Background: an optimization exercise with open tools, aiming at small area, a short achievable clock period and few clock cycles. Do not read the settings as production practice. Only simulation tests tie the RTL to the original design; equivalence was not proved. Power and IR drop assume default switching activity.

== build 93 ==
// dcpc
module dcpc (
    input  wire        clk,
    input  wire        rst,      
    input  wire        req,
    input  wire        we,
    input  wire        wide,     
    input  wire [15:0] addr,
    input  wire [31:0] wdata,
    output wire        ack,
    output wire        err,
    output wire [31:0] rdata
);
Size in the first run: roughly 2700 flip-flops, ~87 I/O pins.
export LEC_CHECK = 0
export ABC_AREA = 1
export CAP_MARGIN = 20
export CORE_MARGIN = 2
export CORE_UTILIZATION = 40
export PLACE_DENSITY = 0.6
export SETUP_SLACK_MARGIN = 4.0
export SLEW_MARGIN = 20
create_clock -name core_clock -period 10.0 [get_ports {clk}]
run.sh (not shown) runs the stock make flow with config.mk's settings and CLKGATE_MAP_FILE= SYNTH_SCRIPT=/design/flow/synth_recipe.tcl, a recipe that flattens the netlist after the stock synthesis.
Testbench counts of build 93, summed over its fixed seeds: cycles 26,909.
The inputs of build 25 differ from those of build 93 as listed below.
Settings: removing ABC_AREA (formerly 1).
### Flow results
- Looking at post-route fraction of the period consumed by the critical path across build 25 and build 93, the one that comes out higher is build 25.
- Build 25 vs build 93, hold slack went up by 29 ps.
- Taking build 25 over build 93, the detailed-route via count ratio works out to 0.889.
Relative to build 25, the following input files were edited for build 24:
Settings: an added CTS_BUF_LIST of sky130_fd_sc_hd__clkbuf_4 sky130_fd_sc_hd__clkbuf_8.
==> flow/flow/run.sh (new file) <==
#!/bin/bash
# The standard layout (the standard.sh, standard synthesis included), with
# the port buffers made as sky130_fd_sc_hd__buf_4 instead of the smallest
# buffer, so that the paths from the inputs to the outputs start and end on
# a faster buffer. Every port is still buffered.
set -euo pipefail
bash standard.sh 'BUFFER_PORTS_ARGS=-buffer_cell sky130_fd_sc_hd__buf_4' finish > run_make.log 2>&1
==> flow/standard.sh (new file) <==
#!/bin/bash
# synth_recipe.tcl (not shown) runs the flow's synth.tcl, then flattens the netlist and writes it again
# the make line also repeats each setting of config.mk as NAME=value (left out here)
make -C /OpenROAD-flow-scripts/flow DESIGN_CONFIG=/design/flow/config.mk WORK_HOME=/design/flow/orfs CLKGATE_MAP_FILE= SYNTH_SCRIPT=/design/flow/synth_recipe.tcl "${@:-finish}"
removed: flow/run.sh
--- outcome ---
Across build 25 and build 24, the outcome is the same: a clean finish for every run. In the reports for build 25 and build 24, the smaller count of clock buffers in the final design belongs to build 25. Build 24 — global-route track usage on met2 0.47 points lower, build 25 as reference. Reported for build 25 and build 24, H-tree level count turned out identical to the last digit. Diff build 25 and build 24: proportion of final cell area spent on non-clock buffers higher in build 25. Compared with build 25, build 24 shows a lower wire length of the first global-routing pass. ~same instance area at placement in build 25 and build 24.

========
wip/fjord:
dcpc, a different RTL version from the one above (not shown whole).
Size: roughly 8400 cells after synthesis, ~87 I/O pins, about 110000 um2 of cells after synthesis.
export LEC_CHECK = 0
export CAP_MARGIN = 20
export CORE_MARGIN = 2
export CORE_UTILIZATION = 52
export CTS_BUF_LIST = sky130_fd_sc_hd__clkbuf_4 sky130_fd_sc_hd__clkbuf_8
export PLACE_DENSITY = 0.69
export SETUP_SLACK_MARGIN = 4.0
export SLEW_MARGIN = 20
create_clock -name core_clock -period 10.0 [get_ports {clk}]
standard.sh (not shown) runs the stock make flow with config.mk's settings and CLKGATE_MAP_FILE= SYNTH_SCRIPT=/design/flow/synth_recipe.tcl, a recipe that flattens the netlist after the stock synthesis.
==> flow/flow/run.sh <==
#!/bin/bash
# The standard layout (the standard.sh, standard synthesis included), with
# the port buffers made as sky130_fd_sc_hd__buf_4 instead of the smallest
# buffer, so that the paths from the inputs to the outputs start and end on
# a faster buffer. Every port is still buffered.
set -euo pipefail
bash standard.sh 'BUFFER_PORTS_ARGS=-buffer_cell sky130_fd_sc_hd__buf_4' finish > run_make.log 2>&1
wip/fjord: done, clean on timing, DRC and antenna
Testbench counts of wip/fjord, summed over its fixed seeds: cycles 27,139.
Relative to wip/fjord, the following input files were edited for wip/delta:
- a change of PLACE_DENSITY from 0.69 to 0.6
- a change of CORE_UTILIZATION from 52 to 40
- a change of SETUP_SLACK_MARGIN from 4.0 to 3.5
==> comparison <==
Measured against each other, wip/delta and wip/fjord differ in share of total power in sequential cells, the higher figure coming from wip/delta.
Comparing wip/delta and wip/fjord, pin count of the biggest net entering global routing is higher on wip/fjord.
wip/delta: fmax is 7.6% lower than what wip/fjord reported.
Of the two values seen for slowest cell on the critical path, sky130_fd_sc_hd__a221oi_1 was produced by wip/fjord and sky130_fd_sc_hd__a211oi_1 by wip/delta.
Status: finished layout cell area parity (wip/delta, wip/fjord)
wip/delta against wip/fjord: fraction of power consumed by combinational cells roughly the same, path length in cells of the critical path saw an increase, power density of the placed cells fell 0.69%, switching power total picked up an extra about 1.2%.
Worst hold slack delta (wip/fjord -> wip/delta): insignificant
Placed instance count was higher in the run labelled wip/delta.
## Diff of input files: wip/amber against wip/delta
- a change of SETUP_SLACK_MARGIN from 3.5 to 4.0
## What came out
Per the comparison of wip/amber with wip/delta, post-detailed-routing wire length climbed about 0.6%; first-pass GRT wire length climbed about 0.32%; count of state elements after synthesis barely changed; worst path arrival time dropped 0.49 ns.
Looking at the reports, wip/amber completed the entire flow and the layout it produced met the timing, design-rule and antenna checks.
Sort wip/amber and wip/delta by overall power of the completed layout desc -> top: wip/amber
Input-level comparison between wip/zinc and wip/amber:
- changing PLACE_DENSITY from 0.6 to 0.65
- changing CORE_UTILIZATION from 40 to 48
### Flow results
[compare] base=wip/amber new=wip/zinc: sequential power comparable; total wire length moved down; wire length of the first global-routing pass decreased by 1.0% relative to the old numbers; maximum frequency now larger; filler-free cell count of the finished design dropped about 4.6%.
[compare] base=wip/amber new=wip/zinc: design area saw a decrease, shortest clock period the worst path allows after layout went down.
Setup changes, wip/zinc to wip/onyx
- swapping 0.65 for 0.73 in PLACE_DENSITY
- swapping 48 for 56 in CORE_UTILIZATION
- wip/onyx did not stop at any stage, and its layout met the timing, design-rule and antenna checks.
- wip/zinc was routed with fewer vias than wip/onyx.
- Worst setup slack before clock tree synthesis sits lower in wip/onyx than in wip/zinc.
- From wip/zinc to wip/onyx the numbers moved as follows: number of buffer and inverter instances along the worst setup path increased by 3 relative to the old numbers, net switching fraction of the power closely matched the old numbers.

========
red:
dcpc, a different RTL version from the one above (not shown whole).
Size in the first run: about 8,500 cells after synthesis, roughly 87 I/O pins.
clock: 10.0 ns
lec_check: 0
cap_margin: 20
core_margin: 2
core_utilization: 40
cts_buf_list: sky130_fd_sc_hd__clkbuf_4 sky130_fd_sc_hd__clkbuf_8
place_density: 0.6
setup_slack_margin: 5.0
slew_margin: 20
Scripts as last shown in full above: flow/flow/run.sh
Testbench counts of red, summed over its fixed seeds: cycles 27,169.
What blue does differently from red at the input level:
- SETUP_SLACK_MARGIN changed from 5.0 to 4.0
Results
blue: done, clean on timing, DRC and antenna. Compare red and blue | clock skew higher: blue. Switching power total: blue vs red down about 13%. A critical-path cell with the highest stage delay of o41ai_1 is what blue shows, while nor3_1 belongs to red. Final area, red and blue: smaller value in blue. Compared with red, in blue wire length decreased by about 6% relative to the old numbers; leakage power decreased by 6.9% relative to the old numbers.

-- separate check: timing with driven ports --
In the flow no input, the clock included, has a driving cell. The finished layouts below were timed again as built, in two steps.
Step 1: set_driving_cell puts a clkbuf_16 on clk and a buf_2 on each other input, an assumption about the parent block.
Step 2 moves the port delays by t, midway between the first and last clock arrival at a register: inputs arrive t later, outputs are due t later. That takes back most of the time a late clock gives input paths.
Slacks: ideal ports / drivers / drivers and shift; pairs: ideal ports / drivers.
run	t (ns)	setup WS [ns]	slew at the worst register clock pin (ns)
build 93	1.011	4.053 / 4.026 / 3.047	0.07 / 0.07
build 25	0.980	3.927 / 3.930 / 2.977	0.07 / 0.07
build 24	1.156	3.812 / 3.840 / 2.684	0.08 / 0.08
wip/fjord	1.241	3.955 / 3.955 / 3.372	0.07 / 0.07
wip/delta	1.131	3.455 / 3.455 / 3.170	0.07 / 0.07
wip/amber	1.138	3.914 / 3.914 / 3.414	0.07 / 0.07
wip/zinc	1.227	4.085 / 4.085 / 3.438	0.08 / 0.08
wip/onyx	1.242	3.962 / 3.962 / 3.675	0.08 / 0.08
red	1.160	4.013 / 3.982 / 3.056	0.07 / 0.07
blue	1.163	3.845 / 3.853 / 2.689	0.08 / 0.08
After both steps setup and hold are still met in every run listed. For blue, which loses most, drivers alone change the setup slack by +0.008 ns; drivers and shift together by -1.156 ns.
